This design comes from an exercise in tuning for small area on the open sky130 flow, not from production work.
At most, simulation tests tie the RTL to the original design; equivalence was not proved.
No activity file was given, so power comes from the tool's default toggle rates.

east:
## tr1_demod
module tr1_demod (
    input  wire               clk,
    input  wire               rst,         
    input  wire               start,       
    input  wire [1:0]         car,         
    input  wire [1:0]         lc,          
    input  wire               in_valid,
    input  wire signed [11:0] in_sample,
    input  wire               finish,      
    output wire               lv_valid,
    output wire [1:0]         lv_count,    
    output reg  [5:0]         lv_data,     
    output wire               done,
    output wire [7:0]         status       
);
Settings: LEC_CHECK=0, CAP_MARGIN=10, CORE_MARGIN=2, CORE_UTILIZATION=40, CTS_BUF_LIST=sky130_fd_sc_hd__clkbuf_8, CTS_CLUSTER_DIAMETER=60, CTS_CLUSTER_SIZE=18, GPL_TIMING_DRIVEN=0, SLEW_MARGIN=0; clock period 16.0 ns.
standard.sh (not shown) runs the stock make flow with config.mk's settings and CLKGATE_MAP_FILE= SYNTH_SCRIPT=/design/flow/synth_recipe.tcl, a recipe that flattens the netlist after the stock synthesis.
==> flow/flow/run.sh <==
#!/bin/bash
# Layout flow:
#  1. the standard synthesis (standard.sh), unchanged;
#  2. flow/polarity.py: each full adder of the netlist is used as is or with
#     all pins complemented (a full adder is self-dual), to need the fewest
#     inverters next to full adders, half adders and flip-flops;
#  3. Yosys/ABC re-map the plain logic gates with each area-mapping script
#     flow/map_*.abc, from both polarity choices (with and without counting
#     inverters next to plain gates), and keep the smallest netlist;
#     flip-flops, full and half adders and tie cells stay as they are, so
#     every register keeps its name and cell;
#  4. the standard layout from that netlist, with buf_1 port buffers and
#     a clock tree of clkbuf_8 without dummy loads.
# Each tool's output goes to a log file of its own in this folder.
set -euo pipefail
W=$(pwd)
R=$W/orfs/results/sky130hd/tr1_demod/base
LIB=$FLOW_HOME/platforms/sky130hd/lib/sky130_fd_sc_hd__tt_025C_1v80.lib
CTS="-sink_clustering_enable -repair_clock_nets -sink_clustering_size 10 -sink_clustering_max_diameter 40 -buf_list sky130_fd_sc_hd__clkbuf_4 -dont_use_dummy_load"
PORTS="-buffer_cell sky130_fd_sc_hd__buf_1"

bash standard.sh "$R/1_2_yosys.v" > synth.log 2>&1
cp "$R/1_2_yosys.v" "$R/1_2_yosys.std.v"

python3 flow/polarity.py "$R/1_2_yosys.std.v" "$R/1_2_yosys.pol_free.v" 20 --free-logic > polarity_free.log 2>&1
python3 flow/polarity.py "$R/1_2_yosys.std.v" "$R/1_2_yosys.pol_fixed.v" 20 > polarity_fixed.log 2>&1

DU=$(sed 's/^/-dont_use /' flow/dont_use.txt | tr '\n' ' ')
printf 'set_driving_cell sky130_fd_sc_hd__buf_1\nset_load 5\n' > abc.constr
# functional models of the plain logic cells, for Yosys to flatten
cat > models.ys <<EOY
read_liberty -ignore_miss_func $LIB
delete sky130_fd_sc_hd__fa_* sky130_fd_sc_hd__ha_* sky130_fd_sc_hd__*df* sky130_fd_sc_hd__conb_1 sky130_fd_sc_hd__dl* sky130_fd_sc_hd__*lpflow* sky130_fd_sc_hd__e* sky130_fd_sc_hd__decap* sky130_fd_sc_hd__diode* sky130_fd_sc_hd__probe* sky130_fd_sc_hd__macro* sky130_fd_sc_hd__sdf* sky130_fd_sc_hd__fah* sky130_fd_sc_hd__maj3*
write_verilog -noattr $W/models.v
EOY
yosys -l models.log models.ys > /dev/null 2>&1

# re-map with each ABC script in flow/map_*.abc, from each polarity choice,
# and keep the smallest netlist
for p in free fixed; do
  for f in flow/map_*.abc; do
    m=$(basename "$f" .abc)
    cat > remap_${p}_${m}.ys <<EOY
read_liberty -lib $LIB
read_verilog -overwrite $W/models.v
read_verilog $R/1_2_yosys.pol_${p}.v
hierarchy -check -top $FLOW_TOP
flatten -noscopeinfo
simplemap
opt -fast
opt_clean -purge
abc -script $W/$f -liberty $LIB $DU -constr $W/abc.constr -D $FLOW_PERIOD_NS
opt_clean -purge
setundef -zero
hilomap -singleton -hicell sky130_fd_sc_hd__conb_1 HI -locell sky130_fd_sc_hd__conb_1 LO
splitnets
opt_clean -purge
insbuf -buf sky130_fd_sc_hd__buf_4 A X
tee -o $W/remap_${p}_${m}.area stat -liberty $LIB
write_verilog -noattr -nohex -nodec $R/1_2_yosys.remap_${p}_${m}.v
EOY
    yosys -l remap_${p}_${m}.log remap_${p}_${m}.ys > /dev/null 2>&1 &
    while [ "$(jobs -r | wc -l)" -ge "${NUM_CORES:-4}" ]; do sleep 1; done
  done
done
wait
best=""
bestarea=""
for a in remap_*.area; do
  v=$(grep "Chip area for module" "$a" | tail -1 | awk '{print $NF}')
  [ -n "$v" ] || continue
  if [ -z "$bestarea" ] || python3 -c "import sys; sys.exit(0 if float('$v') < float('$bestarea') else 1)"; then
    best=${a%.area}; bestarea=$v
  fi
done
echo "best $best $bestarea" > remap_choice.log
cp "$R/1_2_yosys.remap_${best#remap_}.v" "$R/1_2_yosys.remap.v"

cp "$R/1_2_yosys.remap.v" "$R/1_2_yosys.v"
touch "$R/1_2_yosys.v"
bash standard.sh "CTS_ARGS=$CTS" "BUFFER_PORTS_ARGS=$PORTS" finish > layout.log 2>&1
Other scripts of this flow, unchanged in this note and not shown: flow/flow/dont_use.txt, flow/flow/map_a1.abc, flow/flow/map_a3.abc, flow/flow/map_a4.abc, flow/flow/map_a5.abc, flow/flow/map_s4.abc, flow/flow/polarity.py
#### Input delta (south over east)
--- a/flow/design.v
+++ b/flow/design.v
@@ -162,23 +162,22 @@
     tr1_mac u_mac1 (.base(base1), .x(xg), .tk(take), .neg(d1[14:10]), .one(d1[9:5]), .two(d1[4:0]), .sum(sum1));
     tr1_mac u_mac2 (.base(base2), .x(xg), .tk(take), .neg(d2[14:10]), .one(d2[9:5]), .two(d2[4:0]), .sum(sum2));
     tr1_mac u_mac3 (.base(base3), .x(xg), .tk(take), .neg(d3[14:10]), .one(d3[9:5]), .two(d3[4:0]), .sum(sum3));
     tr1_mac u_mac4 (.base(base4), .x(xg), .tk(take), .neg(d4[14:10]), .one(d4[9:5]), .two(d4[4:0]), .sum(sum4));
     reg        [53:0] xr;        
     reg signed [26:0] y1, y2;
     reg        [28:0] hacc;      
     reg               sticky;    
     reg               hbusy;
     reg        [5:0]  hstep;
     reg               dvalid;    
-    reg               ld_r;      
     wire        [26:0] hterm = xr[0] ? y1 : 27'd0;
     wire               hneg  = (hstep[5:1] == 5'd26);
     wire        [26:0] ht    = hterm ^ {27{hneg}};
     wire        [28:0] hsum;
     wire h_0 = hacc[0] ^ ht[0];
     wire h_1 = h_0 ^ hneg;
     wire h_2 = (hacc[0] & ht[0]) | (h_0 & hneg);
     wire h_3 = h_2 ^ hacc[1];
     wire h_4 = h_3 ^ ht[1];
     wire h_5 = (h_2 & hacc[1]) | (h_3 & ht[1]);
     wire h_6 = h_5 ^ hacc[2];
@@ -312,61 +311,60 @@
                             rec_pol = ~rec_pol;
                         end else begin
                             lv_data[2*i +: 2] = LV_ZERO;
                         end
                     end
                 endcase
             end
         end
     end
     assign lv_valid = dvalid & ~dec_err & ~sig_err;
     assign lv_count = (cur_car == CAR_QAM) ? 2'd3 : 2'd1;
-    assign done   = fin_pending & ~ld_r & ~hbusy & ~dvalid;
+    assign done   = fin_pending & ~hbusy & ~dvalid;
     assign status = cfg_err ? 8'h15 : (sig_err | ~first) ? 8'h76 : 8'h00;
     always @(posedge clk) begin
         acc1 <= sum1;
         acc2 <= sum2;
         acc3 <= sum3;
         acc4 <= sum4;
-        ld_r <= ~rst & take & last;
-        if (ld_r) begin
-            xr <= {acc3[26], acc1[26], acc3[25], acc1[25], acc3[24], acc1[24],
-                   acc3[23], acc1[23], acc3[22], acc1[22], acc3[21], acc1[21],
-                   acc3[20], acc1[20], acc3[19], acc1[19], acc3[18], acc1[18],
-                   acc3[17], acc1[17], acc3[16], acc1[16], acc3[15], acc1[15],
-                   acc3[14], acc1[14], acc3[13], acc1[13], acc3[12], acc1[12],
-                   acc3[11], acc1[11], acc3[10], acc1[10], acc3[9],  acc1[9],
-                   acc3[8],  acc1[8],  acc3[7],  acc1[7],  acc3[6],  acc1[6],
-                   acc3[5],  acc1[5],  acc3[4],  acc1[4],  acc3[3],  acc1[3],
-                   acc3[2],  acc1[2],  acc3[1],  acc1[1],  acc3[0],  acc1[0]};
-            y1 <= acc2;
-            y2 <= acc4;
+        if (take & last) begin
+            xr <= {sum3[26], sum1[26], sum3[25], sum1[25], sum3[24], sum1[24],
+                   sum3[23], sum1[23], sum3[22], sum1[22], sum3[21], sum1[21],
+                   sum3[20], sum1[20], sum3[19], sum1[19], sum3[18], sum1[18],
+                   sum3[17], sum1[17], sum3[16], sum1[16], sum3[15], sum1[15],
+                   sum3[14], sum1[14], sum3[13], sum1[13], sum3[12], sum1[12],
+                   sum3[11], sum1[11], sum3[10], sum1[10], sum3[9],  sum1[9],
+                   sum3[8],  sum1[8],  sum3[7],  sum1[7],  sum3[6],  sum1[6],
+                   sum3[5],  sum1[5],  sum3[4],  sum1[4],  sum3[3],  sum1[3],
+                   sum3[2],  sum1[2],  sum3[1],  sum1[1],  sum3[0],  sum1[0]};
+            y1 <= sum2;
+            y2 <= sum4;
         end else begin
             xr <= xr >> 1;
             y1 <= y2;
             y2 <= y1;
         end
-        if (ld_r) begin
+        if (take & last) begin
             c_s  <= 1'b0;
             c_d  <= 1'b1;
             nz_s <= 1'b0;
             nz_d <= 1'b0;
         end else if (hbusy & ~hstep[0]) begin
             c_s  <= (xr[0] & xr[1]) | (xr[0] & c_s) | (xr[1] & c_s);
             c_d  <= (xr[0] & ~xr[1]) | (xr[0] & c_d) | (~xr[1] & c_d);
             nz_s <= nz_s | s_bit;
             nz_d <= nz_d | d_bit;
             sg_s <= s_bit;
             sg_d <= d_bit;
         end
-        if (ld_r) begin
+        if (take & last) begin
             hacc   <= 29'd0;
             sticky <= 1'b0;
         end else begin
             hacc   <= hstep[0] ? {hsum[28], hsum[28:1]} : hsum;
             sticky <= sticky | (hstep[0] & hsum[0]);
         end
         if (rst) begin
             active      <= 1'b0;
             fin_pending <= 1'b0;
             hbusy       <= 1'b0;
             dvalid      <= 1'b0;
@@ -389,23 +387,23 @@
                         if (lo == 4'd12) down <= 1'b1;
                         else             lo   <= lo + 4'd1;
                     end else if (lo == 4'd1) begin
                         down <= 1'b0;
                         lo   <= 4'd0;
                         half <= ~half;
                         if (half) wh <= ~wh;
                     end else begin
                         lo <= lo - 4'd1;
                     end
                 end
-                if (ld_r) begin
+                if (take & last) begin
                     hbusy <= 1'b1;
                     hstep <= 6'd0;
                 end else if (hbusy) begin
                     hstep <= hstep + 6'd1;
                     if (hstep == 6'd53) hbusy <= 1'b0;
                 end
                 dvalid <= hbusy & (hstep == 6'd53);
                 if (dvalid & ~sig_err) begin
                     if (dec_err) sig_err <= 1'b1;
                     else         pol_neg <= rec_pol;
                 end
==> comparison <==
Looking at the reports, south completed the entire flow and the layout it produced met the timing, DRC and antenna checks. Final worst setup slack: south and east compared, lower one is east. south vs east — clock power dropped 6.6%. south vs east, instance count: south lower. Lower combined flip-flop and latch cell area among south and east: south. Compared with east, in south area after synthesis shrank by 140 sq um; highest ir drop seen on vdd up 22%.
For east, only the layout was checked, not whether the RTL still works.

afterwards: timing with drivers on the ports:
How much do the figures lean on ideal ports? The routed layouts below were timed once more, with nothing changed but the port constraints. Step 1: set_driving_cell puts a clkbuf_16 on clk and a buf_2 on each other input, an assumption about the parent block. Step 2 times the ports against the registers' clock, not the clock port: input delays grow and output delays shrink by t, the midpoint of the rising clock arrivals with the driver on. Slacks: no drivers / after step 1 / after step 2; pairs: no drivers / after step 1.
| run | shift t [ns] | setup WS [ns] | worst setup path at the end | worst data-port slew with drivers (ns) | pins driven straight from the clock port |
|---|---|---|---|---|---|
| east | 0.836 | 0.531 / 0.552 / -0.283 | input to register | 0.06 | 1 |
| south | 0.806 | 0.758 / 0.782 / -0.024 | input to register | 0.07 | 1 |
Met with ideal ports but missed after step 2: setup timing in east and south. The setup slack of east, which loses most, moves by +0.021 ns with the drivers and by -0.814 ns with both steps.
